This design comes from an exercise in tuning for small area on the open sky130 flow, not from production work.
At most, simulation tests tie the RTL to the original design; equivalence was not proved.
For runs 1 to 3, only the layout was checked, not whether the RTL still works.
No activity file was given, so power comes from the tool's default toggle rates.

===== design/flow/flow/run.sh =====
#!/bin/bash
# The standard layout (standard.sh, standard synthesis unchanged) with
# these changes:
#  - ports are buffered with the smallest buffer (buf_1);
#  - buffers that ABC inserted during synthesis are removed at floorplan,
#    then the combinational logic is remapped for area with OpenROAD's
#    restructure (registers are not touched), using the platform library
#    without the cells the platform marks don't-use;
#  - the clock tree is built from clkbuf_8 in clusters of 16, without
#    dummy loads.
# Output: standard_flow.log (make and every tool it runs), lib_filter.log;
# ORFS also keeps each step's log under orfs/logs.
set -euo pipefail
mkdir -p rmp
python3 flow/lib_filter.py "$FLOW_HOME/platforms/sky130hd/lib/sky130_fd_sc_hd__tt_025C_1v80.lib" \
  "$FLOW_HOME/platforms/sky130hd/config.mk" rmp/filtered.lib > lib_filter.log 2>&1
export RMP_LIB="$PWD/rmp/filtered.lib"
export BUFFER_PORTS_ARGS="-buffer_cell sky130_fd_sc_hd__buf_1"
export REMOVE_ABC_BUFFERS=1
export POST_FLOORPLAN_TCL="$PWD/flow/post_floorplan.tcl"
export CTS_ARGS="-sink_clustering_enable -repair_clock_nets -dont_use_dummy_load -buf_list sky130_fd_sc_hd__clkbuf_8 -sink_clustering_size 16 -sink_clustering_max_diameter 50"
bash standard.sh > standard_flow.log 2>&1

===== design/flow/flow/lib_filter.py =====
"""Copy a liberty file without the cells that the platform's config.mk lists in
DONT_USE_CELLS. usage: lib_filter.py LIB CONFIG_MK OUT"""
import re
import sys

lib, cfg, out = sys.argv[1:4]
text = open(cfg).read()
m = re.search(r"DONT_USE_CELLS\s*\+?=\s*((?:.*\\\n)*.*)", text)
dont = set(re.findall(r"sky130_fd_sc_hd__\w+", m.group(1)))
src = open(lib).read()
res = []
pos = 0
dropped = []
for cm in re.finditer(r"\n(\s*)cell\s*\(\s*\"?(\w+)\"?\s*\)\s*\{", src):
    if cm.start() < pos:
        continue
    name = cm.group(2)
    # find the end of this cell group by brace matching
    i = cm.end()
    depth = 1
    while depth:
        c = src[i]
        if c == "{":
            depth += 1
        elif c == "}":
            depth -= 1
        i += 1
    if name in dont:
        res.append(src[pos:cm.start()])
        pos = i
        dropped.append(name)
res.append(src[pos:])
open(out, "w").write("".join(res))
print("dropped", len(dropped), "cells:", " ".join(dropped))

===== design/flow/flow/post_floorplan.tcl =====
# Remap the combinational logic for area; registers are left as they are.
file mkdir $::env(OBJECTS_DIR)/rmp
restructure -target area -liberty_file $::env(RMP_LIB) \
  -tielo_port sky130_fd_sc_hd__conb_1/LO -tiehi_port sky130_fd_sc_hd__conb_1/HI \
  -work_dir $::env(OBJECTS_DIR)/rmp

===== design/flow/standard.sh =====
#!/bin/bash
# synth_recipe.tcl (not shown) runs the flow's synth.tcl, then flattens the netlist and writes it again
# the make line also repeats each setting of config.mk as NAME=value (left out here)
make -C /OpenROAD-flow-scripts/flow DESIGN_CONFIG=/design/flow/config.mk WORK_HOME=/design/flow/orfs CLKGATE_MAP_FILE= SYNTH_SCRIPT=/design/flow/synth_recipe.tcl "${@:-finish}"

===== design/flow/config.mk =====
export PLATFORM = sky130hd
export DESIGN_NAME = gen2_tx_core
export DESIGN_NICKNAME = gen2_tx_core
export VERILOG_FILES = /design/flow/design.v
export SDC_FILE = /design/flow/constraint.sdc
export NUM_CORES = 4
export LEC_CHECK = 0
export CAP_MARGIN = 20
export CORE_MARGIN = 2
export CORE_UTILIZATION = 40
export SLEW_MARGIN = 20

===== design/flow/constraint.sdc =====
create_clock -name core_clock -period 15.0 [get_ports {clk}]
set_input_delay 3.0000 -clock core_clock [delete_from_list [all_inputs] [get_ports {clk}]]
set_output_delay 3.0000 -clock core_clock [all_outputs]
set_load 0.01 [all_outputs]

===== design/flow/design.v =====
module gen2_tx_core (
    input  wire        clk,
    input  wire        rst,
    input  wire        op_valid,
    output wire        op_ready,
    input  wire [2:0]  op,
    input  wire [31:0] sample_rate,
    input  wire [31:0] dac_rate,
    input  wire        select_enabled,
    input  wire [7:0]  q_param,
    input  wire [15:0] mask_count,
    input  wire [31:0] cap,
    input  wire [15:0] n_in,
    input  wire [15:0] in_bits,
    input  wire [5:0]  reg_num,
    input  wire [31:0] reg_wdata,
    input  wire        mc_valid,
    output wire        mc_ready,
    input  wire [7:0]  mc_char,
    output reg         rsp_valid,
    output reg  [3:0]  status,
    output wire [31:0] written,
    output wire [15:0] consumed,
    output wire [31:0] rdata,
    output wire [31:0] rpt_nq,
    output wire [31:0] rpt_round,
    output wire [31:0] rpt_slot,
    output wire        smp_valid,
    output wire        smp_data,
    input  wire        smp_ready
);
    localparam [2:0] OP_CONSTRUCT = 3'd0, OP_STEP = 3'd1, OP_RD = 3'd2,
                     OP_WR = 3'd3, OP_REPORT = 3'd4;
    localparam [2:0] FT_NONE = 3'd0, FT_QUERY = 3'd1, FT_QADJ = 3'd2,
                     FT_SEL = 3'd3, FT_ACK = 3'd4, FT_QREP = 3'd5,
                     FT_NAK = 3'd6, FT_B01 = 3'd7;
    localparam [3:0] ST_IDLE = 4'd0, ST_MASK = 4'd1, ST_CQ = 4'd2,
                     ST_RESP = 4'd3, ST_WCLR = 4'd4, ST_WALK = 4'd5,
                     ST_NEED = 4'd6, ST_CHK = 4'd7, ST_FIN = 4'd8,
                     ST_UPD = 4'd9, ST_RDS = 4'd10;
    localparam [2:0] EM_FETCH = 3'd0, EM_LOAD = 3'd2,
                     EM_RUN = 3'd3, EM_XPREP = 3'd4, EM_XWAIT = 3'd5,
                     EM_XLD = 3'd6;
    localparam [3:0] V_ZERO = 4'd0, V_N = 4'd1, V_X0 = 4'd2, V_XQ = 4'd3,
                     V_FR = 4'd4, V_SR = 4'd5, V_NQ = 4'd6, V_RND = 4'd7,
                     V_SLT = 4'd8, V_SM = 4'd9, V_45 = 4'd10;
    localparam [19:0] D1M = 20'd1000000;
    reg  [7:0] pc;
    wire [5:0] t   = pc[5:0];
    wire       tlo = ~pc[5];
    wire       t63 = (t == 6'd63);
    always @(posedge clk)
        if (rst) pc <= 8'd0;
        else     pc <= pc + 8'd1;
    reg [3:0]  st;
    reg [2:0]  ns;
    reg        ready;
    reg [2:0]  cfgst;
    reg [3:0]  phase;
    reg [1:0]  dect, gatet;
    reg        expsel;
    reg        sel;
    reg [3:0]  qv;
    reg [7:0]  L;
    reg [17:0] q48;
    reg        cvalid;
    reg [5:0]  rnl;
    reg        ackx;
    reg        isrd;
    reg        mbad;
    reg        dry, xvalid;
    reg [2:0]  seg;
    reg [1:0]  sec;
    reg [7:0]  bi;
    reg        cb;
    reg [2:0]  ss;
    reg [2:0]  em;
    reg [24:0] S;
    reg [15:0] crc;
    reg        wa, wk, wsub, wneg, fin;
    reg [3:0]  wv;
    reg        xsub;
    reg        xact, xph, xmode, xfirst, xneg, xnn;
    reg [3:0]  hc;
    reg [4:0]  jc;
    reg [1:0]  xc;
    reg        xprev, qd;
    reg [31:0]  NQ, RND, SLT, SR, FR, W;
    reg [63:0]  X;
    reg [255:0] M;
    reg         nqc, rndc, sltc, wc;
    assign op_ready  = (st == ST_IDLE) && t63;
    assign written   = W;
    assign rdata     = W;
    assign rpt_nq    = NQ;
    assign rpt_round = RND;
    assign rpt_slot  = SLT;
    assign consumed  = !cvalid ? 16'd0 : ackx ? 16'd16 : X[61:46];
    wire accept = op_valid && op_ready;
    wire [7:0] dlt  = bi - pc;
    wire       algn = (dlt[3:0] == 4'd0);
    wire [3:0] mtap = dlt[7:4];
    wire       mrd  = M[{mtap, 4'b0000}];
    assign mc_ready = (st == ST_MASK) && (bi != L) && algn;
    wire mwe   = mc_ready && mc_valid;
    wire mwbit = (mc_char == 8'h31);
    reg [255:0] Mn;
    integer k;
    always @(*) begin
        Mn = {M[0], M[255:1]};
        for (k = 0; k < 16; k = k + 1)
            if (mwe && mtap == k[3:0])
                Mn[(16 * k + 255) % 256] = mwbit;
    end
    always @(posedge clk)
        M <= Mn;
    reg  [5:0] qoff;
    always @(*) begin
        if (xsub)                   qoff = 6'd45;      
        else if (wa && wv == V_N)   qoff = 6'd2;
        else                        qoff = 6'd1;
    end
    wire [5:0] qidx = t + qoff;
    wire       qbit = (qidx < 6'd18) ? q48[qidx[4:0]] : 1'b0;
    wire       len0b = qbit & (t != 6'd63);
    wire       len1b = (t == 6'd0) ? q48[0] : qd;
    wire       nshb  = qbit & (t >= 6'd21);
    wire [15:0] nval = q48[17:2];
    wire [1:0]  fq   = q48[1:0];
    function [12:0] dval;
        input [3:0] s;
        begin
            case (s)
                4'd0:  dval = 13'd24;
                4'd1:  dval = 13'd48;
                4'd2:  dval = 13'd12;
                4'd4:  dval = 13'd200;
                4'd5:  dval = 13'd250;
                4'd6:  dval = 13'd1300;
                4'd7:  dval = 13'd4600;
                4'd8:  dval = 13'd300;
                4'd9:  dval = 13'd1500;
                4'd10: dval = 13'd2000;
                default: dval = 13'd0;
            endcase
        end
    endfunction
    reg        fs, tr, post, pv;
    reg [2:0]  ft;
    reg [3:0]  psym;
    always @(*) begin
        fs = 1'b0; tr = 1'b0; post = 1'b0; pv = 1'b1; ft = FT_NONE; psym = 4'd0;
        if (isrd) begin
            case (rnl)
            6'h23: ft = FT_B01;
            6'h2B: begin fs = 1'b1; tr = 1'b1; end
            6'h2C: fs = 1'b1;
            6'h2D: begin fs = 1'b1; ft = FT_QREP; end
            6'h2E: begin fs = 1'b1; ft = FT_NAK; end
            default: begin post = 1'b1; psym = rnl[3:0]; end
            endcase
        end else begin
            case (phase)
            4'd0: begin post = 1'b1; psym = 4'd9; end
            4'd1: begin post = 1'b1; psym = 4'd10; pv = 1'b0; end
            4'd2: begin fs = 1'b1; ft = FT_SEL; post = 1'b1; psym = 4'd8; end
            4'd3: begin fs = 1'b1; tr = 1'b1; ft = FT_QUERY; post = 1'b1; psym = 4'd6; end
            4'd4: begin fs = 1'b1; ft = FT_ACK; end
            4'd5: begin post = 1'b1; psym = 4'd7; end
            4'd6: begin fs = 1'b1; ft = FT_QREP; post = 1'b1; psym = 4'd6; end
            4'd7: begin fs = 1'b1; ft = FT_QADJ; post = 1'b1; psym = 4'd6; end
            4'd8, 4'd9: begin fs = 1'b1; ft = FT_NAK; post = 1'b1; psym = 4'd5; end
            default: ;
            endcase
        end
    end
    wire [3:0]  xsym = (st == ST_CQ) ? 4'd1 :
                       (st == ST_NEED && ns >= 3'd5) ? 4'd4 : psym;
    wire [12:0] dv    = dval(xsym);
    wire        dmulb = dv[hc];
    wire [4:0]  hc16  = {1'b1, hc};
    wire        n1b   = (hc < 4'd9) ? ~S[hc16] : 1'b0;
    wire        n0b   = ~S[hc];
    wire [5:0] kdiv = t - {1'b0, jc};
    wire       dbit = (kdiv < 6'd20) ? D1M[kdiv[4:0]] : 1'b0;
    wire       dsub = ~xneg;
    wire [5:0] t20j = 6'd20 + {1'b0, jc};
    reg       xa, xo1, xo2, xcin0, xin;
    reg [1:0] xcur;
    always @(*) begin
        xa = 1'b0; xo1 = 1'b0; xo2 = 1'b0; xcin0 = 1'b0;
        if (xact && !xph) begin
            xa = (xfirst || t == 6'd0) ? 1'b0 : xprev;
            if (!xmode) xo1 = dmulb & tlo & FR[0];
            else begin
                xo1 = n1b & len1b;
                xo2 = n0b & len0b;
            end
        end else if (xact) begin
            xa = X[0];
            xo1 = dbit ^ dsub;
            xcin0 = dsub;
        end else if (xsub) begin
            xa = X[0];
            xo1 = ~nshb;
            xcin0 = 1'b1;
        end
        xcur = (t == 6'd0) ? {1'b0, xcin0} : xc;
    end
    wire [2:0] xsum = {2'b00, xa} + {2'b00, xo1} + {2'b00, xo2} + {1'b0, xcur};
    wire xlow = (t < 6'd46);
    wire ackin = (phase == 4'd4) && (n_in == 16'd16);
    reg [15:0] inrev;
    integer r;
    always @(*)
        for (r = 0; r < 16; r = r + 1)
            inrev[r] = in_bits[15 - r];
    always @(*) begin
        if (xact && !xph)
            xin = xlow ? xsum[0] : X[0];
        else if (xact) begin
            if (t <= t20j)             xin = xsum[0];
            else if (t == t20j + 6'd1) xin = ~xnn;
            else                       xin = X[0];
        end else if (xsub)
            xin = xlow ? xsum[0] : X[0];
        else
            xin = X[0];
    end
    always @(posedge clk) begin
        if (accept && op == OP_STEP)
            X <= {X[0], X[63], ackin ? inrev : n_in, X[46:1]};
        else
            X <= {xin, X[63:1]};
        xc    <= xsum[2:1];
        xprev <= X[0];
        qd    <= qbit;
        if (xact && xph && t == t20j)
            xnn <= xsum[0];
    end
    wire xdone = xact && t63 &&
                 ((!xph && hc == 4'd0 && xmode) || (xph && jc == 5'd0));
    reg [7:0] small8;
    always @(*) begin
        case (rnl)
            6'h00:   small8 = {4'd0, phase};
            6'h01:   small8 = {6'd0, dect};
            6'h02:   small8 = {6'd0, gatet};
            6'h03:   small8 = {7'd0, expsel};
            6'h07:   small8 = {7'd0, ready};
            6'h08:   small8 = {5'd0, cfgst};
            6'h12:   small8 = {7'd0, sel};
            6'h13:   small8 = {4'd0, qv};
            6'h15:   small8 = 8'd22;
            6'h16:   small8 = 8'd9;
            default: small8 = L;
        endcase
    end
    localparam [5:0] C45 = 6'd45;
    reg vb;
    always @(*) begin
        case (wv)
            V_N:     vb = qbit;
            V_X0:    vb = X[0];
            V_XQ:    vb = X[21] & (t < 6'd25);
            V_FR:    vb = FR[0];
            V_SR:    vb = SR[0];
            V_NQ:    vb = NQ[0];
            V_RND:   vb = RND[0];
            V_SLT:   vb = SLT[0];
            V_SM:    vb = (t < 6'd8) ? small8[t[2:0]] : 1'b0;
            V_45:    vb = (t < 6'd6) ? C45[t[2:0]] : 1'b0;
            default: vb = 1'b0;
        endcase
    end
    wire won  = wa && tlo;
    wire w_a  = wk ? W[0] : 1'b0;
    wire w_b  = vb ^ wsub;
    wire w_ci = (t == 6'd0) ? wsub : wc;
    wire w_s  = w_a ^ w_b ^ w_ci;
    wire w_co = (w_a & w_b) | (w_a & w_ci) | (w_b & w_ci);
    wire wld  = accept && (op == OP_STEP);
    always @(posedge clk) begin
        if (wld) W <= cap;
        else     W <= {won ? w_s : W[0], W[31:1]};
        wc <= w_co;
        if (wld)
            wneg <= 1'b0;
        else if (won && wsub && t == 6'd31)
            wneg <= wneg ^ ~w_co;
    end
    wire ldcfg = accept && (op == OP_CONSTRUCT);
    always @(posedge clk) begin
        if (ldcfg) begin
            SR <= sample_rate;
            FR <= dac_rate;
        end else begin
            SR <= {SR[0], SR[31:1]};
            FR <= {FR[0], FR[31:1]};
        end
    end
    wire cop     = (st == ST_CQ && ns == 3'd2) || (st == ST_UPD && ns == 3'd1);
    wire clr_all = (st == ST_CQ);
    wire inc_nq  = (phase == 4'd3) || (phase == 4'd6) || (phase == 4'd7);
    wire inc_rnd = (phase == 4'd3);
    wire inc_slt = (phase == 4'd6) || (phase == 4'd7);
    wire clr_slt = (phase == 4'd3);
    wire qld     = (st == ST_CQ && ns == 3'd2);
    wire con   = cop && tlo;
    wire nq_ci = (t == 6'd0) ? inc_nq  : nqc;
    wire rn_ci = (t == 6'd0) ? inc_rnd : rndc;
    wire sl_ci = (t == 6'd0) ? inc_slt : sltc;
    always @(posedge clk) begin
        NQ  <= {con ? (~clr_all & (NQ[0] ^ nq_ci)) : NQ[0], NQ[31:1]};
        RND <= {con ? (~clr_all & (RND[0] ^ rn_ci)) : RND[0], RND[31:1]};
        SLT <= {con ? (~clr_all & ~clr_slt & (SLT[0] ^ sl_ci)) : SLT[0], SLT[31:1]};
        nqc  <= NQ[0] & nq_ci;
        rndc <= RND[0] & rn_ci;
        sltc <= SLT[0] & sl_ci;
    end
    function [4:0] crc5f;
        input [16:0] p;
        integer i;
        reg [4:0] c;
        begin
            c = 5'b01001;
            for (i = 16; i >= 0; i = i - 1) begin
                if (c[4] ^ p[i]) c = {c[3:0], 1'b0} ^ 5'b01001;
                else             c = {c[3:0], 1'b0};
            end
            crc5f = c;
        end
    endfunction
    wire [16:0] qpre = {4'b1000, 1'b0, 2'b00, 1'b0, sel, sel, 2'b00, 1'b0, qv};
    wire [21:0] qfr  = {qpre, crc5f(qpre)};
    wire [27:0] shdr = {20'b1010_100_000_01_00100000, L};
    localparam [8:0] QADJ_FRAME = 9'b1001_00_000;
    localparam [7:0] NAK_BITS   = 8'b1100_0000;
    reg fbit;
    always @(*) begin
        case (ft)
            FT_QUERY: fbit = qfr[5'd21 - bi[4:0]];
            FT_QADJ:  fbit = QADJ_FRAME[4'd8 - bi[3:0]];
            FT_SEL: begin
                case (sec)
                    2'd0:    fbit = shdr[5'd27 - bi[4:0]];
                    2'd1:    fbit = mrd;
                    2'd2:    fbit = 1'b0;
                    default: fbit = ~crc[15];
                endcase
            end
            FT_ACK:   fbit = (bi[4:1] == 4'd0) ? bi[0] : X[0];
            FT_NAK:   fbit = NAK_BITS[3'd7 - bi[2:0]];
            FT_B01:   fbit = bi[0];
            default:  fbit = 1'b0;
        endcase
    end
    reg lastbit;
    always @(*) begin
        case (ft)
            FT_QUERY: lastbit = (bi == 8'd21);
            FT_QADJ:  lastbit = (bi == 8'd8);
            FT_SEL: begin
                case (sec)
                    2'd0:    lastbit = (bi == 8'd27);
                    2'd1:    lastbit = (bi == L - 8'd1);
                    2'd2:    lastbit = 1'b1;
                    default: lastbit = (bi == 8'd15);
                endcase
            end
            FT_ACK:   lastbit = (bi == 8'd17);
            FT_QREP:  lastbit = (bi == 8'd3);
            FT_NAK:   lastbit = (bi == 8'd7);
            default:  lastbit = (bi == 8'd1);
        endcase
    end
    reg present;
    always @(*) begin
        case (seg)
            3'd0, 3'd1, 3'd2: present = fs;
            3'd3:             present = tr;
            3'd4:             present = (ft != FT_NONE);
            3'd5:             present = post;
            default:          present = 1'b0;
        endcase
    end
    localparam [1:0] SRC_N = 2'd0, SRC_K = 2'd1, SRC_X = 2'd2;
    wire       e0  = fq[1];
    wire [2:0] h1  = (fq == 2'd3) ? 3'd2 : (fq == 2'd2) ? 3'd1 : 3'd0;
    wire [2:0] fnz = {2'b00, |fq};
    wire [2:0] e0f = {1'b0, fq} + {2'b00, e0};
    reg [2:0] sy;
    always @(*) begin
        case (seg)
            3'd0:    sy = 3'd0;               
            3'd1:    sy = 3'd1;               
            3'd2:    sy = 3'd3;               
            3'd3:    sy = 3'd4;               
            3'd4:    sy = cb ? 3'd2 : 3'd1;   
            default: sy = 3'd5;               
        endcase
    end
    reg       sval, slast;
    reg [1:0] ssrc;
    reg [2:0] skv;
    always @(*) begin
        sval = 1'b0; slast = 1'b0; ssrc = SRC_N; skv = 3'd0;
        case (sy)
            3'd0: begin slast = 1'b1; end
            3'd1: begin
                case (ss)
                    3'd0:    sval = 1'b1;
                    3'd1:    ;
                    default: begin ssrc = SRC_K; skv = {2'b00, e0}; slast = 1'b1; end
                endcase
            end
            3'd2: begin
                case (ss)
                    3'd0, 3'd1, 3'd2: sval = 1'b1;
                    3'd3:    begin sval = 1'b1; ssrc = SRC_K; skv = h1; end
                    3'd4:    ;
                    default: begin ssrc = SRC_K; skv = fnz; slast = 1'b1; end
                endcase
            end
            3'd3: begin
                case (ss)
                    3'd0, 3'd1, 3'd2, 3'd3, 3'd4: sval = 1'b1;
                    3'd5:    begin sval = 1'b1; ssrc = SRC_K; skv = e0f; end
                    default: slast = 1'b1;
                endcase
            end
            3'd4: begin
                if (ss == 3'd0) begin sval = 1'b1; ssrc = SRC_X; end
                else slast = 1'b1;
            end
            default: begin sval = pv; ssrc = SRC_X; slast = 1'b1; end
        endcase
    end
    wire semit = (st == ST_WALK) && !dry && (em == EM_RUN);
    wire [15:0] slo_dec = S[15:0] - 16'd1;
    wire [8:0]  shi_dec = S[24:16] - 9'd1;
    wire snz   = (S != 25'd0);
    wire fetch_ok = !(seg == 3'd4 && ((ft == FT_SEL && sec == 2'd1 && !algn) ||
                                      (ft == FT_ACK && bi[4:1] != 4'd0 && t != bi[5:0] + 6'd44)));
    wire adv = (st == ST_WALK) &&
               ((em == EM_FETCH && dry && seg != 3'd6 && present && fetch_ok) ||
                (em == EM_RUN && !snz && slast));
    wire cbv = (em == EM_FETCH) ? fbit : cb;
    wire        crc_b  = (sec == 2'd3) ? crc[15] : cbv;
    wire        crc_fb = crc[15] ^ crc_b;
    wire [15:0] crc_nx = {crc[14:0], 1'b0} ^ (crc_fb ? 16'h1021 : 16'h0000);
    assign smp_valid = semit && snz;
    assign smp_data  = sval;
    wire [5:0] rn = reg_num;
    wire rd_ok = (rn <= 6'h08) || (rn >= 6'h10 && rn <= 6'h17) ||
                 (rn >= 6'h20 && rn <= 6'h2E);
    wire rd_walk = (rn >= 6'h20);
    reg [3:0] rdv;
    always @(*) begin
        case (rnl)
            6'h04:   rdv = V_NQ;
            6'h05:   rdv = V_RND;
            6'h06:   rdv = V_SLT;
            6'h10:   rdv = V_SR;
            6'h11:   rdv = V_FR;
            default: rdv = V_SM;
        endcase
    end
    always @(posedge clk) begin
        rsp_valid <= 1'b0;
        if (t63) begin
            wa   <= 1'b0;
            xsub <= 1'b0;
        end
        if (xact && t63) begin
            if (!xph) begin
                xfirst <= 1'b0;
                if (hc == 4'd0) begin
                    if (!xmode) begin
                        xph  <= 1'b1;
                        jc   <= 5'd24;
                        xneg <= 1'b0;
                    end else
                        xact <= 1'b0;
                end else
                    hc <= hc - 4'd1;
            end else begin
                xneg <= xnn;
                if (jc == 5'd0) xact <= 1'b0;
                else            jc <= jc - 5'd1;
            end
        end
        if (qld && t < 6'd18)
            q48 <= {X[21], q48[17:1]};
        if (rst) begin
            st     <= ST_IDLE;
            ready  <= 1'b0;
            cfgst  <= 3'd0;
            xact   <= 1'b0;
            wa     <= 1'b0;
            xsub   <= 1'b0;
        end else begin
            case (st)
            ST_IDLE: if (accept) begin
                ns     <= 3'd0;
                isrd   <= 1'b0;
                cvalid <= 1'b0;
                dry <= 1'b1;
                seg <= 3'd0; sec <= 2'd0; bi <= 8'd0; em <= EM_FETCH;
                S <= {25{1'b1}};
                crc <= 16'hFFFF;
                fin <= 1'b0;
                case (op)
                OP_CONSTRUCT: begin
                    ready <= 1'b0;
                    sel   <= select_enabled;
                    qv    <= q_param[3:0];
                    L     <= mask_count[7:0];
                    mbad  <= 1'b0;
                    if (sample_rate == 32'd0 || dac_rate == 32'd0) begin
                        cfgst <= 3'd4; status <= 4'd4; st <= ST_RESP;
                    end else if (q_param > 8'd15) begin
                        cfgst <= 3'd5; status <= 4'd5; st <= ST_RESP;
                    end else if (mask_count > 16'd255) begin
                        cfgst <= 3'd6; status <= 4'd6; st <= ST_RESP;
                    end else
                        st <= ST_MASK;
                end
                OP_STEP: begin
                    ackx <= ackin;
                    if (!ready) begin
                        status <= 4'd9; st <= ST_WCLR;
                    end else if (phase > 4'd10) begin
                        status <= 4'd3; st <= ST_WCLR;
                    end else if (phase == 4'd4 && n_in != 16'd16) begin
                        status <= 4'd2; cvalid <= 1'b1; st <= ST_WCLR;
                    end else begin
                        st <= ST_WALK;
                    end
                end
                OP_RD: begin
                    isrd <= 1'b1;
                    rnl  <= reg_num;
                    if (rn == 6'h07 || rn == 6'h08) begin
                        status <= 4'd0; st <= ST_RDS;
                    end else if (!ready) begin
                        status <= 4'd9; st <= ST_WCLR;
                    end else if (!rd_ok) begin
                        status <= 4'd10; st <= ST_WCLR;
                    end else begin
                        status <= 4'd0;
                        if (rd_walk)
                            st <= ST_WALK;
                        else
                            st <= ST_RDS;
                    end
                end
                OP_WR: begin
                    st <= ST_RESP;
                    if (!ready)
                        status <= 4'd9;
                    else if (rn == 6'h00) begin
                        phase <= reg_wdata[3:0]; status <= 4'd0;
                    end else if (rn == 6'h01) begin
                        dect <= reg_wdata[1:0]; status <= 4'd0;
                    end else if (rn == 6'h02) begin
                        gatet <= reg_wdata[1:0]; status <= 4'd0;
                    end else
                        status <= 4'd10;
                end
                default: begin    
                    st <= ST_RESP;
                    if (!ready)
                        status <= 4'd9;
                    else begin
                        phase  <= 4'd0;
                        status <= 4'd0;
                    end
                end
                endcase
            end
            ST_MASK: begin
                if (bi == L) begin
                    if (mbad) begin
                        cfgst <= 3'd6; status <= 4'd6; st <= ST_RESP;
                    end else
                        st <= ST_CQ;
                end else if (mwe) begin
                    if (mc_char != 8'h30 && mc_char != 8'h31)
                        mbad <= 1'b1;
                    bi <= bi + 8'd1;
                end
            end
            ST_CQ: if (t63) begin
                case (ns)
                3'd0: begin
                    xact <= 1'b1; xph <= 1'b0; xmode <= 1'b0; xfirst <= 1'b1;
                    hc <= 4'd12;
                    ns <= 3'd1;
                end
                3'd1: if (xdone) begin
                    ns <= 3'd2;
                end
                default: begin
                    phase  <= 4'd0;
                    dect   <= 2'd0;
                    gatet  <= 2'd0;
                    expsel <= 1'b0;
                    cfgst  <= 3'd0;
                    ready  <= 1'b1;
                    status <= 4'd0;
                    st     <= ST_RESP;
                end
                endcase
            end
            ST_WALK: begin
                if (adv) begin
                    if (dry) begin
                        if (seg == 3'd0 || seg == 3'd1 || (seg == 3'd4 && !cbv))
                            S <= {S[24:16], slo_dec};
                        if (seg == 3'd2 || (seg == 3'd4 && cbv))
                            S <= {shi_dec, S[15:0]};
                    end
                    if (seg == 3'd4) begin
                        crc <= crc_nx;
                        if (lastbit) begin
                            bi <= 8'd0;
                            if (ft == FT_SEL && sec == 2'd0)
                                sec <= (L == 8'd0) ? 2'd2 : 2'd1;
                            else if (ft == FT_SEL && sec != 2'd3)
                                sec <= sec + 2'd1;
                            else begin
                                seg <= 3'd5; sec <= 2'd0;
                            end
                        end else
                            bi <= bi + 8'd1;
                    end else
                        seg <= seg + 3'd1;
                    em <= EM_FETCH;
                end
                case (em)
                EM_FETCH: begin
                    if (seg == 3'd6) begin
                        ns <= 3'd0;
                        if (!dry) begin
                            dry <= 1'b1; fin <= 1'b1;
                            seg <= 3'd0; sec <= 2'd0; bi <= 8'd0;
                            S <= {25{1'b1}};
                            crc <= 16'hFFFF;
                        end else if (fin)
                            st <= ST_FIN;
                        else
                            st <= ST_NEED;
                    end else if (!present) begin
                        seg <= seg + 3'd1; sec <= 2'd0; bi <= 8'd0;
                    end else if (fetch_ok && !dry) begin
                        cb <= fbit;
                        ss <= 3'd0;
                        em <= EM_LOAD;
                    end
                end
                EM_LOAD: begin
                    case (ssrc)
                    SRC_N: begin S <= {9'd0, nval}; em <= EM_RUN; end
                    SRC_K: begin S <= {22'd0, skv}; em <= EM_RUN; end
                    default: em <= EM_XPREP;
                    endcase
                end
                EM_RUN: begin
                    if (!snz) begin
                        if (!slast) begin
                            ss <= ss + 3'd1;
                            em <= EM_LOAD;
                        end
                    end else if (smp_ready)
                        S <= {(S[15:0] == 16'd0) ? shi_dec : S[24:16], slo_dec};
                end
                EM_XPREP: if (t63) begin
                    if (sy == 3'd4) begin
                        xsub <= 1'b1;
                        em   <= EM_XWAIT;
                    end else if (!xvalid) begin
                        xact <= 1'b1; xph <= 1'b0; xmode <= 1'b0; xfirst <= 1'b1;
                        hc <= 4'd12;
                        em <= EM_XWAIT;
                    end else begin
                        em <= EM_XLD;
                        wa <= 1'b1; wk <= 1'b1; wsub <= 1'b0; wv <= V_XQ;
                    end
                end
                EM_XWAIT: if (t63 && (sy == 3'd4 || xdone)) begin
                    em <= EM_XLD;
                    wa <= 1'b1; wk <= 1'b1; wsub <= 1'b0; wv <= V_XQ;
                end
                default: begin    
                    if (t <= 6'd24) S <= {X[21], S[24:1]};
                    if (t == 6'd24) em <= EM_RUN;
                end
                endcase
            end
            ST_NEED: if (t63) begin
                case (ns)
                3'd0: begin
                    wa <= 1'b1; wk <= !isrd; wsub <= !isrd; wv <= fs ? V_N : V_ZERO;
                    ns <= 3'd1;
                end
                3'd1: begin
                    xact <= 1'b1; xph <= 1'b0; xmode <= 1'b1; xfirst <= 1'b1;
                    hc <= 4'd12;
                    ns <= 3'd2;
                end
                3'd2: if (xdone) begin
                    wa <= 1'b1; wk <= 1'b1; wsub <= !isrd; wv <= V_X0;
                    ns <= 3'd3;
                end
                3'd3: begin
                    if (post) begin
                        xact <= 1'b1; xph <= 1'b0; xmode <= 1'b0; xfirst <= 1'b1;
                        hc <= 4'd12;
                        ns <= 3'd4;
                    end else
                        ns <= 3'd5;
                end
                3'd4: if (xdone) begin
                    wa <= 1'b1; wk <= 1'b1; wsub <= !isrd; wv <= V_XQ;
                    ns <= 3'd5;
                end
                3'd5: begin
                    if (tr) begin
                        xact <= 1'b1; xph <= 1'b0; xmode <= 1'b0; xfirst <= 1'b1;
                        hc <= 4'd12;
                        ns <= 3'd6;
                    end else
                        ns <= 3'd7;
                end
                3'd6: if (xdone) begin
                    wa <= 1'b1; wk <= 1'b1; wsub <= !isrd; wv <= V_XQ;
                    ns <= 3'd7;
                end
                default: begin
                    ns <= 3'd0;
                    st <= isrd ? ST_RESP : ST_CHK;
                end
                endcase
            end
            ST_CHK: if (t63) begin
                wa <= 1'b1; wk <= 1'b0; wsub <= 1'b0; wv <= V_ZERO;
                if (!wneg) begin
                    xvalid <= post && !tr;
                    dry    <= 1'b0;
                    seg <= 3'd0; sec <= 2'd0; bi <= 8'd0; em <= EM_FETCH;
                    crc <= 16'hFFFF;
                    st     <= ST_WALK;
                end else begin
                    status <= 4'd1;
                    st     <= ST_RESP;
                end
            end
            ST_FIN: if (t63) begin
                case (ns)
                3'd0: begin
                    xact <= 1'b1; xph <= 1'b0; xmode <= 1'b1; xfirst <= 1'b1;
                    hc <= 4'd12;
                    ns <= 3'd1;
                end
                3'd1: if (xdone) begin
                    wa <= 1'b1; wk <= 1'b1; wsub <= 1'b0; wv <= V_X0;
                    ns <= 3'd2;
                end
                3'd2: begin
                    wa <= 1'b1; wk <= 1'b1; wsub <= 1'b0; wv <= fs ? V_N : V_ZERO;
                    ns <= 3'd3;
                end
                3'd3: begin
                    wa <= 1'b1; wk <= 1'b1; wsub <= 1'b0; wv <= tr ? V_N : V_ZERO;
                    ns <= 3'd4;
                end
                default: begin
                    ns <= 3'd0;
                    st <= ST_UPD;
                end
                endcase
            end
            ST_UPD: if (t63 && ns == 3'd0)
                ns <= 3'd1;      
            else if (t63) begin
                case (phase)
                4'd0: begin
                    if (sel) begin
                        expsel <= 1'b1;
                        phase  <= 4'd2;
                    end else
                        phase <= 4'd3;
                end
                4'd1: phase <= 4'd0;
                4'd2: phase <= 4'd3;
                4'd3: begin
                    dect <= 2'd1; gatet <= 2'd1; phase <= 4'd10;
                end
                4'd4: begin
                    dect <= 2'd2; gatet <= 2'd2; phase <= 4'd5;
                end
                4'd5, 4'd6, 4'd7: phase <= 4'd10;
                4'd8: phase <= 4'd3;
                4'd9: phase <= 4'd6;
                default: ;
                endcase
                status <= 4'd0;
                cvalid <= 1'b1;
                st     <= ST_RESP;
            end
            ST_RDS: if (t63) begin
                case (ns)
                3'd0: begin
                    wa <= 1'b1; wk <= 1'b0; wsub <= 1'b0; wv <= rdv;
                    ns <= 3'd1;
                    if (rnl != 6'h17) st <= ST_RESP;
                end
                default: begin
                    wa <= 1'b1; wk <= 1'b1; wsub <= 1'b0; wv <= V_45;
                    st <= ST_RESP;
                end
                endcase
            end
            ST_WCLR: if (t63) begin
                wa <= 1'b1; wk <= 1'b0; wsub <= 1'b0; wv <= V_ZERO;
                st <= ST_RESP;
            end
            default: begin    
                if (t63) begin
                    rsp_valid <= 1'b1;
                    st        <= ST_IDLE;
                end
            end
            endcase
        end
    end
endmodule

==> results of run 1 <==
==> power by group through the flow <==
stage          combinational, mW  sequential [mW]  clock (mW)
6_report                   0.648             2.09        1.00
3_3_place_gp               0.616             2.13           0
3_5_place_dp               0.624             2.13           0
4_1_cts                    0.627             2.09        1.04
2_1_floorplan              0.353             2.04           0
5_1_grt                    0.696             2.10        1.10
==> synth_stat cells (all sizes together) (7+ instances only) <==
| cell type | count | area, um2 |
|---|---|---|
| o21a | 10 | 75.1 |
| nor3b | 9 | 67.6 |
| or2 | 13 | 81.3 |
| a22oi | 11 | 82.6 |
| o221ai | 20 | 175 |
| nor3 | 87 | 447 |
| a2111oi | 8 | 77.6 |
| a31o | 7 | 61.3 |
| xor2 | 28 | 245 |
| nand2 | 417 | 1570 |
| nand3b | 11 | 82.6 |
| and2 | 31 | 194 |
| edfxtp | 135 | 4050 |
| a221oi | 23 | 201 |
| mux2 | 57 | 642 |
| buf | 52 | 332 |
| inv | 87 | 327 |
| clkbuf | 134 | 505 |
| xnor2 | 56 | 490 |
| o22ai | 19 | 119 |
| a21o | 24 | 180 |
| a211oi | 16 | 120 |
| a31oi | 28 | 175 |
| mux2i | 27 | 270 |
| a21oi | 152 | 761 |
| dfxtp | 558 | 11200 |
| nand3 | 87 | 435 |
| or4 | 8 | 60.1 |
| o211ai | 31 | 233 |
| mux4 | 18 | 405 |
| and3 | 20 | 125 |
| nor2b | 40 | 250 |
| o21ai | 137 | 697 |
| and3b | 7 | 61.3 |
| nand2b | 34 | 213 |
| a22o | 8 | 70.1 |
| nand4b | 8 | 70.1 |
| o31ai | 15 | 113 |
| ha | 74 | 926 |
| nor4 | 53 | 344 |
| or3 | 27 | 169 |
| nor2 | 178 | 671 |
| a21boi | 7 | 52.6 |
| nand4 | 19 | 119 |
==> worst max-delay path by stage <==
stage                     start         to  slack [ps]
after CTS                  S[0]  smp_valid        6500
after global routing       S[0]  smp_valid        6120
after detailed placement   S[0]      bi[6]        7040
after global placement     S[0]      bi[7]        7130
final                      S[0]  smp_valid        6440
after floorplan           op[2]       L[0]        8830
==> through the flow <==
stage / hold slack, ps / area, um2
global placement: 310 / 27900
global route: 268 / 28900
finish: 277 / 28900
CTS: 267 / 28900
detailed placement: 312 / 27900
floorplan: 310 / 27600
==> critical path, stage by stage (launching register included) <==
cell and delay (ps):
edfxtp_1 470, or3_1 500, or3_1 430, or2_0 250
or3_1 390, or3_1 460, nor2_1 160, clkinv_1 130
nor2_1 150, clkinv_1 100, nor2_1 270, nand3_1 200
or3_1 420, nor2_1 380, nor2_1 190, clkinv_1 150
nor3_1 130, buf_1 170
==> final cells by class <==
class,count,area [um2],share of cell area (%)
inverter,295,1110,3.83
sequential,693,15200,52.7
antenna,3,7.51,0.0260
clock buffer,70,963,3.34
multi-input combinational,1446,8860,30.7
tap,940,1180,4.07
timing repair buffer,387,1540,5.34
==> layer usage <==
metal / routed length, um / global-route usage (%) / up-vias
met3: 6810 / 4.17 / 192
met1: 33000 / 27.1 / 10500
li1: - / - / 10100
met2: 38100 / 35.2 / 1168
met4: 4180 / 11.7 / 4
met5: 25 / 0 / -
==> registers in the layout, summed over array words and instances, names as in the netlist, 16 cells and up, named ones only <==
name and cells:
SLT 32, RND 32, q48 18, M 256
X 64, FR 32, W 32, SR 32
S 25, crc 16, NQ 32
==> cell families (layout without fill, tap and decap cells) <==
family | Yosys count | in the layout
muxes | 102 | 1
DFF | 693 | 693
buffers and inverters | 273 | 752
other | 0 | 3
adders and majority gates | 80 | 0
AOI/OAI and AO/OA | 582 | 836
xor gates and xnor gates | 85 | 8
and+or+nand+nor | 1070 | 601
==> run_results.csv, run 1 <==
group,metric,value,unit
floorplan,floorplan.initialDensity,40.5,%
sta,final_critical_path_setup_slack,6440,ps
sta,final_max_slew_viol_count,0,
clock_tree,clkLatencyLatePin,700,ps
critical_path,worst_setup_path_end_kind,"primary output",
finish,fin_util,41.1,%
clock_tree,cts_sinks,693,
synthesis,post_synth_fa_ha_maj_area_fraction,3.64,%
drt,wirelength,82100,um
floorplan,floorplan.die.width,271,um
hold_path,capture_endpoint_of_the_worst_hold_path,"M[94]",
critical_path,crit_type,"flop to primary output",
clock_tree,cts.root.buffer_cell,"clkbuf_8",
floorplan,coreArea,70300,um2
critical_path,cp-start-kind,"flop",
power_and_ir_drop,peakVddDrop,0.0698,mV
global_routing,global_route_wire_length_before_repair,124000,um
drt,detail_route.wl_per_cell,21.4,um
power_and_ir_drop,post-layout-total-power,3.74,mW
power_and_ir_drop,power_switching,1.14,mW
finish,layout.cells.most_common,"dfxtp_1",
power_and_ir_drop,power.leakage,9.54,nW
drt,firstDrtPassIters,6,
floorplan,design.die.area,73300,um2
synthesis,synth-simple-area-share,18.1,%
critical_path,data_arrival_critical_path,5560,ps
job,drv_cap,0,
sta,final.min_clock_period,8560,ps
synthesis,fraction_of_the_mapped_netlist_area_in_compound_gates,13.4,%
power_and_ir_drop,power.combinational.fraction,17.3,%
finish,layout.filler_cells,6868,
synthesis,syn-cell-area,28500,um2
global_routing,first_global_vias,21100,
power_and_ir_drop,power.sequential.fraction,55.9,%
synthesis,synth-edff-count,135,
global_routing,grt_start_max_net_pins,67,
place,placement.io_buffers,363,
clock_tree,cts_tree,"yes",
global_routing,globalRouteOverflowTotal,0,
critical_path,ff2ff_path_depth,22,
floorplan,die_height,271,um
synthesis,syn_inst,2885,
critical_path,critical_path_peak_fanout,6,
clock_tree,htree_num_levels,3,
finish,proportion_of_layout_cells_with_a_drive_suffix_above_1,3.56,%
status,run_status,"timing/DRC/antenna clean",
sta,max_slew_margin,25.4,%
synthesis,largest_family_of_logic_cells_by_synthesized_area,"simple AND/OR/NAND/NOR gates",
critical_path,cp.required,12000,ps
synthesis,synth-seq-area-share,53.5,%
sta,timing.fmax,117,MHz
power_and_ir_drop,cellInternalPower,2.60,mW
finish,layout.cells.non_filler,3834,
critical_path,rr_endpoint,"bi[2]",
sta,setup_violations,0,
place,place_congestion,0.979,
drt,final_antenna_net_count,0,
sta,finalCritPeriodShare,57.1,%
sta,finClkSkew,106,ps
synthesis,syn-mean-instance-area,9.87,um2
sta,report.final.hold_viol_count,0,
clock_tree,cts_max_path_bufs,3,
power_and_ir_drop,p_per_area,130,nW/um2
clock_tree,clk_pin_slew_worst_paths,90,ps
sta,rsz_0062_raised_after_global_routing,"false",
critical_path,r2r-start,"S[0]",
place,dpl_worst_slack,7040,ps
power_and_ir_drop,swShare,30.5,%
place,placedCellCount,3761,
clock_tree,numCtsBuffers,70,
finish,final_cell_mix,"558 x dfxtp_1, 363 x buf_1, 294 x clkinv_1",
hold_path,timing.hold.worst.start,"M[95]",
hold_path,hold_path.class,"flop to flop",
hold_path,hold_path_depth,0,
place,dp_hpwl,61400,um
drt,vias_per_cell,5.72,
floorplan,core.rowCount,97,
finish,final_net_count,3100,
global_routing,overall_fraction_of_global_route_tracks_in_use,21.6,%
synthesis,ys_ff_latch,693,
drt,route.vias.total,21900,
global_routing,antenna_found_initial,5,
floorplan,pin_count,392,
finish,layout-area-overhead-vs-synth,1.43,%
clock_tree,postCtsSetupBuffers,0,
power_and_ir_drop,clkPwrFrac,26.8,%
synthesis,distinct_cells_synth,98,
critical_path,reg2reg_slack,7290,ps
drt,drt-initial-drc-count,2251,
sta,fin_tns_setup,0,ps
synthesis,yosys.area_share.xor_xnor,2.66,%
synthesis,ys_dominant_reg_cell,"dfxtp_1",
clock_tree,hold_buffers,0,
synthesis,synth-async-reset-ratio,0,%
synthesis,post_synth_mux_area_share,4.63,%
drt,remaining_drc_errors,0,
synthesis,yosysWarningCount,1,
clock_tree,number_of_gates_given_a_new_drive_strength_after_cts,0,
sta,worstMarginPinSlew,1100,ps
==> inputs of run 2 (changes only) <==
--- a/design/flow/flow/run.sh
+++ b/design/flow/flow/run.sh
@@ -8,3 +8,3 @@
 #    without the cells the platform marks don't-use;
-#  - the clock tree is built from clkbuf_8 in clusters of 16, without
+#  - the clock tree is built from clkbuf_16 in clusters of 30, without
 #    dummy loads.
@@ -20,3 +20,3 @@
 export POST_FLOORPLAN_TCL="$PWD/flow/post_floorplan.tcl"
-export CTS_ARGS="-sink_clustering_enable -repair_clock_nets -dont_use_dummy_load -buf_list sky130_fd_sc_hd__clkbuf_8 -sink_clustering_size 16 -sink_clustering_max_diameter 50"
+export CTS_ARGS="-sink_clustering_enable -repair_clock_nets -dont_use_dummy_load -buf_list sky130_fd_sc_hd__clkbuf_16 -sink_clustering_size 30 -sink_clustering_max_diameter 80"
 bash standard.sh > standard_flow.log 2>&1
==> run 2 against run 1 <==
Net effect:
- global-route usage shrank 0.29 points
- combinational power about the same
- routed wire length down 0.89%
- cell area is 0.23% lower
- largest cell class unchanged
- worst hold slack improved by 5.6 ps
- first-iteration DRC count shrank 1.6%
- sequential share of layout area grew 0.12 points
- still clean
- core utilization decreased by 0.093 points
==> run_results.csv, run 2 <==
group,metric,value,unit
status,run_status,"timing/DRC/antenna clean",
critical_path,data_arrival_critical_path,5500,ps
synthesis,post_synth_most_frequent_cells,"558 x dfxtp_1, 416 x nand2_1, 177 x nor2_1",
clock_tree,cts_max_path_bufs,3,
critical_path,rr_endpoint,"S[18]",
global_routing,globalRouteOverflowTotal,0,
job,drv_cap,0,
critical_path,cp.required,12000,ps
place,dp_hpwl,61400,um
global_routing,grt_start_max_net_pins,67,
drt,vias_per_cell,5.69,
sta,finClkSkew,110,ps
floorplan,design.die.area,73300,um2
clock_tree,clk_pin_slew_worst_paths,110,ps
finish,largestRegisters,"M (256), X (64)",
drt,final_antenna_net_count,0,
clock_tree,cts_sinks,693,
sta,final_critical_path_setup_slack,6500,ps
sta,fin_tns_setup,0,ps
synthesis,yosysWarningCount,1,
critical_path,reg2reg_slack,7310,ps
clock_tree,cts_tree,"yes",
clock_tree,htree_num_levels,2,
clock_tree,hold_buffers,0,
synthesis,yosys-top-cells-area,"dfxtp_1 39%, edfxtp_1 14%, nand2_1 5.5%, ha_1 3.3%, a21oi_1 2.7%",
drt,wirelength,81400,um
drt,route.vias.total,21600,
hold_path,hold_path_depth,0,
hold_path,timing.hold.worst.start,"X[39]",
clock_tree,numCtsBuffers,36,
synthesis,synth_area_leader_cell,"dfxtp_1",
drt,drt-initial-drc-count,2215,
sta,final.min_clock_period,8500,ps
finish,proportion_of_layout_cells_with_a_drive_suffix_above_1,2.42,%
finish,largest_register,"M",
sta,worstMarginPinSlew,1070,ps
global_routing,antenna_found_initial,5,
drt,met1_length,32400,um
clock_tree,clkLatencyLatePin,620,ps
critical_path,critical_path_peak_fanout,6,
sta,timing.fmax,118,MHz
clock_tree,cts.root.buffer_cell,"clkbuf_16",
finish,layout.cells.non_filler,3799,
critical_path,worst_setup_path_end_kind,"primary output",
synthesis,syn_inst,2885,
drt,detail_route.wl_per_cell,21.4,um
synthesis,syn-cell-area,28500,um2
drt,maxUsedRoutingLayer,"met5",
power_and_ir_drop,power.leakage,9.48,nW
synthesis,syn-mean-instance-area,9.87,um2
floorplan,floorplan.die.width,271,um
synthesis,ys_ff_latch,693,
floorplan,pin_count,392,
finish,layout.cells.most_common,"dfxtp_1",
hold_path,hold_path.class,"flop to flop",
clock_tree,number_of_gates_given_a_new_drive_strength_after_cts,0,
synthesis,distinct_cells_synth,98,
drt,routed-wl-met3,7140,um
drt,remaining_drc_errors,0,
synthesis,synth-edff-count,135,
place,place_congestion,0.979,
synthesis,synth-async-reset-ratio,0,%
clock_tree,postCtsSetupBuffers,0,
floorplan,coreArea,70300,um2
finish,final_cell_mix,"558 x dfxtp_1, 363 x buf_1, 294 x clkinv_1",
sta,max_slew_margin,27.6,%
synthesis,most_common_cell_in_the_synthesized_netlist,"dfxtp_1",
synthesis,synth-seq-area-share,53.5,%
sta,finalCritPeriodShare,56.7,%
synthesis,ys_dominant_reg_cell,"dfxtp_1",
global_routing,global_route_wire_length_before_repair,123000,um
sta,report.final.hold_viol_count,0,
critical_path,ff2ff_path_depth,20,
finish,layout-area-overhead-vs-synth,1.20,%
finish,fin_util,41.0,%
place,placement.io_buffers,363,
drt,detailroute.wirelength.met2,37900,um
critical_path,r2r-start,"bi[1]",
critical_path,cp-start-kind,"flop",
drt,firstDrtPassIters,6,
power_and_ir_drop,p_per_area,129,nW/um2
place,placedCellCount,3761,
hold_path,capture_endpoint_of_the_worst_hold_path,"X[38]",
global_routing,overall_fraction_of_global_route_tracks_in_use,21.4,%
finish,largest_reg_flops,256,
synthesis,post-synth-top-area-fraction,39.2,%
sta,rsz_0062_raised_after_global_routing,"false",
sta,setup_violations,0,
place,dpl_worst_slack,7040,ps
floorplan,floorplan.initialDensity,40.5,%
power_and_ir_drop,peakVddDrop,0.0734,mV
global_routing,first_global_vias,20700,
finish,final_net_count,3066,
sta,final_max_slew_viol_count,0,
critical_path,crit_type,"flop to primary output",
floorplan,die_height,271,um
floorplan,core.rowCount,97,
run 2: worst max-delay path by stage:
stage	startpoint	to	slack, ps
5_1_grt	S[0]	smp_valid	6160
2_1_floorplan	op[2]	L[0]	8830
3_3_place_gp	S[0]	bi[7]	7130
3_5_place_dp	S[0]	bi[6]	7040
4_1_cts	S[0]	smp_valid	6570
6_report	S[0]	smp_valid	6500
run 2: power by group:
group / internal, mW / switching (mW)
clock: 0.430 / 0.561
sequential: 1.98 / 0.108
combinational: 0.200 / 0.446
total: 2.62 / 1.11
run 2: cell type report:
class	instances	area, um2
sequential	693	15200
inverter	295	1110
clock buffer	36	901
fill	6842	41500
antenna	2	5.00
tap	940	1180
timing repair buffer	387	1540
multi-input combinational	1446	8860
run 2: critical path: stages, from the launching register on:
cell and delay, ps:
edfxtp_1 480, or3_1 490, or3_1 430, or2_0 250
or3_1 380, or3_1 460, nor2_1 160, clkinv_1 130
nor2_1 150, clkinv_1 100, nor2_1 260, nand3_1 200
or3_1 420, nor2_1 390, nor2_1 200, clkinv_1 150
nor3_1 130, buf_1 170
run 2: cells by family after synthesis:
| logic type | after synthesis | synth area share (%) |
|---|---|---|
| simple gates | 1070 | 18.1 |
| fa+ha+maj | 80 | 3.64 |
| flops | 693 | 53.5 |
| xor+xnor | 85 | 2.66 |
| buf+inv | 273 | 4.09 |
| mux | 102 | 4.63 |
| compound gates | 582 | 13.4 |
run 2: routing by layer:
| layer | global-route usage (%) | vias up |
|---|---|---|
| met5 | 0 | - |
| met4 | 9.73 | 6 |
| met3 | 4.35 | 159 |
| met2 | 35.2 | 1123 |
| met1 | 26.9 | 10300 |
| li1 | - | 10000 |
run 2: per-stage QoR:
step | power (mW) | hold WS [ps] | cell area, um2
after floorplan | 2.39 | 310 | 27600
after global placement | 2.74 | 310 | 27900
after detailed placement | 2.75 | 312 | 27900
after CTS | 3.74 | 273 | 28800
after global routing | 3.88 | 289 | 28800
final | 3.73 | 282 | 28800
==> inputs of run 3 (changes only) <==
--- a/design/flow/flow/run.sh
+++ b/design/flow/flow/run.sh
@@ -8,3 +8,3 @@
 #    without the cells the platform marks don't-use;
-#  - the clock tree is built from clkbuf_16 in clusters of 30, without
+#  - the clock tree is built from clkbuf_4 in clusters of 8, without
 #    dummy loads.
@@ -20,3 +20,3 @@
 export POST_FLOORPLAN_TCL="$PWD/flow/post_floorplan.tcl"
-export CTS_ARGS="-sink_clustering_enable -repair_clock_nets -dont_use_dummy_load -buf_list sky130_fd_sc_hd__clkbuf_16 -sink_clustering_size 30 -sink_clustering_max_diameter 80"
+export CTS_ARGS="-sink_clustering_enable -repair_clock_nets -dont_use_dummy_load -buf_list sky130_fd_sc_hd__clkbuf_4 -sink_clustering_size 8 -sink_clustering_max_diameter 40"
 bash standard.sh > standard_flow.log 2>&1
==> run 3 against run 2 <==
Net effect:
- clock power decreased by 6.6%
- still clean on timing, DRC and antenna
- largest power group unchanged
- worst hold slack worse by 110 ps
- register-to-register slack is essentially flat
- area after synthesis unchanged
- clock-buffer cell count grew 74
- global-route usage is 0.40 points higher
- clock skew is 88 ps higher
==> run_results.csv, run 3 <==
group,metric,value,unit
status,run_status,"timing/DRC/antenna clean",
critical_path,crit_type,"flop to primary output",
clock_tree,cts_max_path_bufs,3,
place,place_congestion,0.979,
finish,layout.cells.non_filler,3874,
global_routing,global_route_wire_length_before_repair,125000,um
place,dpl_worst_slack,7040,ps
sta,report.final.hold_viol_count,0,
finish,layout-area-overhead-vs-synth,0.945,%
critical_path,crit_path_cell_trace,"or3_1 -> or3_1 -> or2_0 -> or3_1 -> or3_1 -> nor2_1 -> clkinv_1 -> nor2_1 -> clkinv_1 -> nor2_1 -> nand3_1 -> or3_1 -> nor2_1 -> nor2_1 -> clkinv_1 -> nor3_1 -> buf_1",
place,dpl-instance-area,27900,um2
hold_path,hold_path.class,"flop to flop",
power_and_ir_drop,post-layout-total-power,3.66,mW
drt,vias_per_cell,5.71,
critical_path,cp-startpoint,"S[0]",
finish,fin_area,28700,um2
floorplan,pin_count,392,
finish,proportion_of_layout_cells_with_a_drive_suffix_above_1,4.88,%
synthesis,synth-async-reset-ratio,0,%
critical_path,cp-endpoint,"smp_valid",
clock_tree,clkLatencyLatePin,950,ps
hold_path,hold_path_depth,0,
sta,finClkSkew,198,ps
floorplan,design.die.area,73300,um2
finish,final_net_count,3140,
clock_tree,cts_tree,"yes",
global_routing,grt_start_max_net_pins,67,
finish,largest_reg_flops,256,
clock_tree,postCtsSetupBuffers,0,
place,dp_hpwl,61400,um
sta,rsz_0062_raised_after_global_routing,"false",
global_routing,antenna_found_initial,6,
synthesis,synth-edff-count,135,
floorplan,die_height,271,um
clock_tree,clk_pin_slew_worst_paths,80,ps
sta,final_critical_path_setup_slack,6230,ps
clock_tree,number_of_gates_given_a_new_drive_strength_after_cts,0,
power_and_ir_drop,cellInternalPower,2.52,mW
synthesis,distinct_cells_synth,98,
drt,firstDrtPassIters,6,
finish,final_cell_mix,"558 x dfxtp_1, 363 x buf_1, 294 x clkinv_1",
drt,wirelength,82200,um
critical_path,reg2reg_slack,7310,ps
critical_path,cpMaxStageDelayCell,"or3_1",
synthesis,yosys-top-cells-area,"dfxtp_1 39%, edfxtp_1 14%, nand2_1 5.5%, ha_1 3.3%, a21oi_1 2.7%",
job,drv_cap,0,
clock_tree,numCtsBuffers,110,
drt,detail_route.wl_per_cell,21.2,um
power_and_ir_drop,peakVddDrop,0.0667,mV
floorplan,floorplan.initialDensity,40.5,%
critical_path,cp-start-kind,"flop",
floorplan,coreArea,70300,um2
global_routing,globalRouteOverflowTotal,0,
sta,hold_ws,170,ps
synthesis,synth_area_leader_cell,"dfxtp_1",
synthesis,most_common_cell_in_the_synthesized_netlist,"dfxtp_1",
critical_path,cp.required,12000,ps
power_and_ir_drop,p_per_area,127,nW/um2
power_and_ir_drop,power.sequential.fraction,57.1,%
finish,largest_register,"M",
power_and_ir_drop,swShare,31.3,%
synthesis,syn-cell-area,28500,um2
sta,max_slew_margin,18.3,%
place,placedCellCount,3761,
drt,route.vias.total,22100,
synthesis,syn_inst,2885,
drt,remaining_drc_errors,0,
floorplan,core.rowCount,97,
power_and_ir_drop,power.combinational.fraction,17.6,%
sta,final.min_clock_period,8770,ps
power_and_ir_drop,clkPwrFrac,25.3,%
critical_path,r2r-start,"bi[1]",
floorplan,floorplan.die.width,271,um
clock_tree,cts.root.buffer_cell,"clkbuf_4",
clock_tree,hold_buffers,0,
sta,fin_tns_setup,0,ps
drt,drt-initial-drc-count,2079,
sta,timing.fmax,114,MHz
sta,final_max_slew_viol_count,0,
finish,layout.cells.most_common,"dfxtp_1",
synthesis,synth-seq-area-share,53.5,%
sta,worstMarginPinSlew,1210,ps
synthesis,yosysWarningCount,1,
power_and_ir_drop,power_switching,1.15,mW
critical_path,worst_setup_path_end_kind,"primary output",
drt,final_antenna_net_count,0,
global_routing,overall_fraction_of_global_route_tracks_in_use,21.7,%
power_and_ir_drop,power.leakage,9.54,nW
global_routing,first_global_vias,21400,
sta,setup_violations,0,
synthesis,post-synth-top-area-fraction,39.2,%
place,placement.io_buffers,363,
critical_path,data_arrival_critical_path,5770,ps
finish,fin_util,40.9,%
critical_path,cp_slowest_stage_delay,490,ps
synthesis,post_synth_most_frequent_cells,"558 x dfxtp_1, 416 x nand2_1, 177 x nor2_1",
synthesis,syn-mean-instance-area,9.87,um2
synthesis,ys_dominant_reg_cell,"dfxtp_1",
critical_path,ff2ff_path_depth,20,
clock_tree,cts_sinks,693,
critical_path,rr_endpoint,"S[18]",
finish,largestRegisters,"M (256), X (64)",
critical_path,critical_path_peak_fanout,6,
synthesis,ys_ff_latch,693,
sta,finalCritPeriodShare,58.5,%
clock_tree,htree_num_levels,3,
-- run 3: cell counts after synthesis --
No cell type changed its count.
-- run 3: critical path, delay by kind of cell (launching register included) --
family / cells / cell delay (ps)
simple gates: 13 / 3910
buf+inv: 4 / 550
flops: 1 / 480
-- run 3: layout make-up --
type	instances	area [um2]
diodes	3	7.51
clock buffers	110	826
fillers	6914	41500
inverters	295	1110
multi-input cells	1446	8860
flip-flops and latches	693	15200
well taps	940	1180
repair buffers	387	1540
-- run 3: power by group through the flow --
stage          Clock, mW  Combinational [mW]  Sequential, mW
3_3_place_gp           0               0.616            2.13
2_1_floorplan          0               0.353            2.04
3_5_place_dp           0               0.624            2.13
4_1_cts            0.967               0.628            2.09
5_1_grt             1.04               0.696            2.10
6_report           0.926               0.645            2.09
-- run 3: layer usage --
| metal | vias to the layer above | share of wire (%) | GRT usage (%) |
|---|---|---|---|
| li1 | 10200 | - | - |
| met1 | 10500 | 40 | 27.0 |
| met2 | 1153 | 46 | 35.2 |
| met3 | 217 | 8.3 | 4.57 |
| met4 | 6 | 5.3 | 12.1 |
| met5 | - | 0.049 | 0 |
-- run 3: how the worst min path moves through the flow --
stage | startpoint | endpoint | slack [ps]
after floorplan | M[1] | M[0] | 310
after global placement | X[23] | X[22] | 310
after detailed placement | X[3] | X[2] | 310
after CTS | M[56] | M[55] | 160
after global routing | M[56] | M[55] | 170
final | M[56] | M[55] | 170
-- run 3: cell families (layout without fill, tap and decap cells) --
| kind of cell | count (synthesis) | in the layout | synth area share (%) |
|---|---|---|---|
| and+or+nand+nor | 1070 | 601 | 18.1 |
| DFF | 693 | 693 | 53.5 |
| AOI/OAI and AO/OA | 582 | 836 | 13.4 |
| buffers and inverters | 273 | 792 | 4.09 |
| muxes | 102 | 1 | 4.63 |
| xor gates and xnor gates | 85 | 8 | 2.66 |
| adders and majority gates | 80 | 0 | 3.64 |
| other | 0 | 3 | 0 |
==> inputs of run 4 (changes only) <==
--- a/design/flow/design.v
+++ b/design/flow/design.v
@@ -81,3 +81,3 @@
     reg [3:0]  wv;
-    reg        xsub;
+    reg        sbor;
     reg        xact, xph, xmode, xfirst, xneg, xnn;
@@ -116,6 +116,7 @@
         M <= Mn;
+    wire       trld;
+    wire       xq_n, xq_s, xq_bo;
     reg  [5:0] qoff;
     always @(*) begin
-        if (xsub)                   qoff = 6'd45;      
-        else if (wa && wv == V_N)   qoff = 6'd2;
+        if ((wa && wv == V_N) || trld) qoff = 6'd2;
         else                        qoff = 6'd1;
@@ -126,3 +127,2 @@
     wire       len1b = (t == 6'd0) ? q48[0] : qd;
-    wire       nshb  = qbit & (t >= 6'd21);
     wire [15:0] nval = q48[17:2];
@@ -179,2 +179,8 @@
     wire [12:0] dv    = dval(xsym);
+    assign trld  = (st == ST_WALK) && (em == EM_XLD) && (sy == 3'd4);
+    assign xq_n  = trld & qbit;
+    wire   xq_bi = (t == 6'd0) ? 1'b0 : sbor;
+    assign xq_s  = X[21] ^ xq_n ^ xq_bi;
+    assign xq_bo = (~X[21] & xq_n) | (~X[21] & xq_bi) | (xq_n & xq_bi);
+    always @(posedge clk) sbor <= xq_bo;
     wire        dmulb = dv[hc];
@@ -202,6 +208,2 @@
             xcin0 = dsub;
-        end else if (xsub) begin
-            xa = X[0];
-            xo1 = ~nshb;
-            xcin0 = 1'b1;
         end
@@ -224,5 +226,3 @@
             else                       xin = X[0];
-        end else if (xsub)
-            xin = xlow ? xsum[0] : X[0];
-        else
+        end else
             xin = X[0];
@@ -472,3 +472,2 @@
             wa   <= 1'b0;
-            xsub <= 1'b0;
         end
@@ -500,3 +499,2 @@
             wa     <= 1'b0;
-            xsub   <= 1'b0;
         end else begin
@@ -678,6 +676,3 @@
                 EM_XPREP: if (t63) begin
-                    if (sy == 3'd4) begin
-                        xsub <= 1'b1;
-                        em   <= EM_XWAIT;
-                    end else if (!xvalid) begin
+                    if (sy != 3'd4 && !xvalid) begin
                         xact <= 1'b1; xph <= 1'b0; xmode <= 1'b0; xfirst <= 1'b1;
@@ -690,3 +685,3 @@
                 end
-                EM_XWAIT: if (t63 && (sy == 3'd4 || xdone)) begin
+                EM_XWAIT: if (t63 && xdone) begin
                     em <= EM_XLD;
@@ -695,3 +690,3 @@
                 default: begin    
-                    if (t <= 6'd24) S <= {X[21], S[24:1]};
+                    if (t <= 6'd24) S <= {xq_s, S[24:1]};
                     if (t == 6'd24) em <= EM_RUN;
@@ -773,6 +768,2 @@
                 end
-                3'd3: begin
-                    wa <= 1'b1; wk <= 1'b1; wsub <= 1'b0; wv <= tr ? V_N : V_ZERO;
-                    ns <= 3'd4;
-                end
                 default: begin
--- a/design/flow/flow/post_floorplan.tcl
+++ b/design/flow/flow/post_floorplan.tcl
@@ -5 +5,3 @@
   -work_dir $::env(OBJECTS_DIR)/rmp
+# restructure can leave buffers behind
+remove_buffers
==> run 4 against run 3 <==
Net effect:
- clock-buffer cell count grew 6
- flip-flop and latch count is the same
- clock skew shrank 93 ps
- global-route usage shrank 0.52 points
- via count shrank 3.2%
- setup slack gained 1000 ps
- synthesized cell count shrank 6.0%
- combinational power shrank 7.1%
- power shrank 1.3%
- worst hold slack gained 100 ps
- register-to-register slack gained 260 ps
- first-iteration DRC count shrank 17%
- critical endpoint unchanged
- largest power group unchanged
==> run_results.csv, run 4 <==
group,metric,value,unit
drt,drt-initial-drc-count,1717,
power_and_ir_drop,power.combinational.fraction,16.6,%
drt,remaining_drc_errors,0,
global_routing,globalRouteOverflowTotal,0,
clock_tree,htree_num_levels,3,
place,dpl_worst_slack,7830,ps
synthesis,ys_dominant_reg_cell,"dfxtp_1",
power_and_ir_drop,peakVddDrop,0.105,mV
floorplan,coreArea,70000,um2
sta,finClkSkew,106,ps
clock_tree,numCtsBuffers,116,
synthesis,yosysWarningCount,1,
critical_path,cp.required,12000,ps
global_routing,global_route_wire_length_before_repair,122000,um
clock_tree,cts.root.buffer_cell,"clkbuf_4",
hold_path,hold_path.class,"flop to flop",
sta,final_critical_path_setup_slack,7230,ps
global_routing,antenna_found_initial,6,
synthesis,synth_area_leader_cell,"dfxtp_1",
place,placement.io_buffers,363,
power_and_ir_drop,power_switching,1.09,mW
power_and_ir_drop,clkPwrFrac,26.2,%
critical_path,cpMaxStageDelayCell,"edfxtp_1",
finish,final_cell_mix,"558 x dfxtp_1, 363 x buf_1, 314 x clkinv_1",
critical_path,critical_path.most_common_cell,"nor2_1",
sta,setup_violations,0,
floorplan,design.die.area,73000,um2
synthesis,ys_ff_latch,693,
synthesis,most_common_cell_in_the_synthesized_netlist,"dfxtp_1",
synthesis,syn-mean-instance-area,10.5,um2
drt,final_antenna_net_count,0,
power_and_ir_drop,post-layout-total-power,3.61,mW
finish,fin_area,28600,um2
critical_path,cp-start-kind,"flop",
critical_path,crit_path_cell_trace,"nor3_1 -> nand2_1 -> or3_1 -> or2_0 -> nor2_1 -> nand4_1 -> nor2_1 -> nand4_1 -> or2_0 -> nor2_1 -> nor2_1 -> clkinv_1 -> nor3_1 -> buf_1",
critical_path,data_arrival_critical_path,4770,ps
clock_tree,cts_tree,"yes",
critical_path,critical_path_cell_count,14,
finish,fin_util,40.8,%
finish,final_net_count,3117,
synthesis,syn-cell-area,28300,um2
synthesis,post_synth_most_frequent_cells,"558 x dfxtp_1, 237 x nand2_1, 196 x nor2_1",
finish,layout-area-overhead-vs-synth,0.945,%
sta,worstMarginPinSlew,1120,ps
finish,layout.filler_cells,6870,
power_and_ir_drop,swShare,30.2,%
global_routing,first_global_vias,21100,
clock_tree,postCtsSetupBuffers,0,
global_routing,overall_fraction_of_global_route_tracks_in_use,21.2,%
clock_tree,clk_pin_slew_worst_paths,90,ps
critical_path,cp_top_family,"simple AND/OR/NAND/NOR gates",
sta,rsz_0062_raised_after_global_routing,"false",
finish,largest_register,"M",
sta,final.min_clock_period,7770,ps
clock_tree,cts_sinks,693,
floorplan,pin_count,392,
clock_tree,clkLatencyLatePin,870,ps
floorplan,floorplan.initialDensity,40.5,%
synthesis,post-synth-top-area-fraction,39.4,%
status,run_status,"timing/DRC/antenna clean",
sta,final_max_slew_viol_count,0,
sta,finalCritPeriodShare,51.8,%
floorplan,floorplan.die.width,270,um
sta,timing.fmax,129,MHz
synthesis,synth-async-reset-ratio,0,%
critical_path,ff2ff_path_depth,24,
synthesis,syn_inst,2711,
place,place_congestion,0.949,
critical_path,critical_path_peak_fanout,7,
critical_path,crit_type,"flop to primary output",
drt,firstDrtPassIters,6,
## run 4: cell types whose count changed after synthesis, moves of 8 or more
cell,delta
nand2_1,-179
mux2_2,+63
clkbuf_1,-27
nor2_1,+19
a21oi_1,-16
nor3_1,-12
xor2_1,+12
xnor2_1,-11
o221ai_1,-10
buf_2,+8
nand3_1,-8
## run 4: layout make-up
class	count	area [um2]	share of cell area [%]
Clock buffer	116	871	3.04
Inverter	315	1180	4.14
Timing Repair Buffer	387	1540	5.39
Tap cell	940	1180	4.11
Multi-Input combinational cell	1397	8590	30.0
Sequential cell	693	15200	53.2
Antenna cell	4	10.0	0.0350
## run 4: final timing paths
kind,from,end,slack (ps)
setup / recovery,S[0],smp_valid,7230
hold / removal,M[31],M[30],270
setup reg to reg,bi[0],S[23],7570
hold reg to reg,M[31],M[30],270
## run 4: metal layers
layer | vias up | wire, um | GRT usage, %
met3 | 198 | 5590 | 4.93
met4 | 10 | 3540 | 9.88
met2 | 947 | 39100 | 36.4
met5 | - | 72 | 0
li1 | 10100 | - | -
met1 | 10200 | 31900 | 25.1
## run 4: power by group through the flow
stage	Combinational, mW	Clock [mW]	Sequential (mW)
3_5_place_dp	0.585	0	2.11
5_1_grt	0.654	1.07	2.08
6_report	0.599	0.945	2.07
4_1_cts	0.589	0.991	2.07
3_3_place_gp	0.577	0	2.11
2_1_floorplan	0.448	0	2.15
## run 4: logic make-up (layout without fill, tap and decap cells)
logic type	Yosys count	after routing	synth area share, %
AO/OA/AOI/OAI	546	817	12.8
adder cells (fa/ha/maj)	78	0	3.60
AND/OR/NAND/NOR	879	572	15.5
flip-flops	693	693	53.7
buffers and inverters	253	818	4.04
other	0	4	0
XOR/XNOR	86	8	2.71
multiplexers	176	0	7.66
## run 4: through the flow
stage | instances | hold WS (ps)
after global routing | 3850 | 260
final | 3852 | 270
after detailed placement | 3732 | 312
after CTS | 3848 | 266
after floorplan | 2541 | 310
after global placement | 3732 | 310

-- separate check: timing with driven ports --
No port has a modelled driver above. Below, the same layouts with a new extraction and two added sets of constraints.
Step 1 assumes that a clkbuf_16 drives the clock port and a buf_2 every other input.
Step 2 moves the port delays by t, midway between the first and last clock arrival at a register: inputs arrive t later, outputs are due t later. That takes back most of the time a late clock gives input paths.
Slacks: ideal / step 1 / step 2; pairs: ideal / step 1.
run	t (ns)	slack for setup (ns)	worst register clock-pin slew, ns	worst data-port slew with drivers (ns)
run 1	0.706	6.440 / 6.382 / 7.087	0.10 / 0.10	0.11
run 2	0.627	6.501 / 6.437 / 7.064	0.11 / 0.11	0.11
run 3	0.906	6.231 / 6.174 / 7.080	0.10 / 0.10	0.11
run 4	0.881	7.234 / 7.166 / 7.573	0.09 / 0.09	0.07
After both steps setup and hold are still met in every run listed.
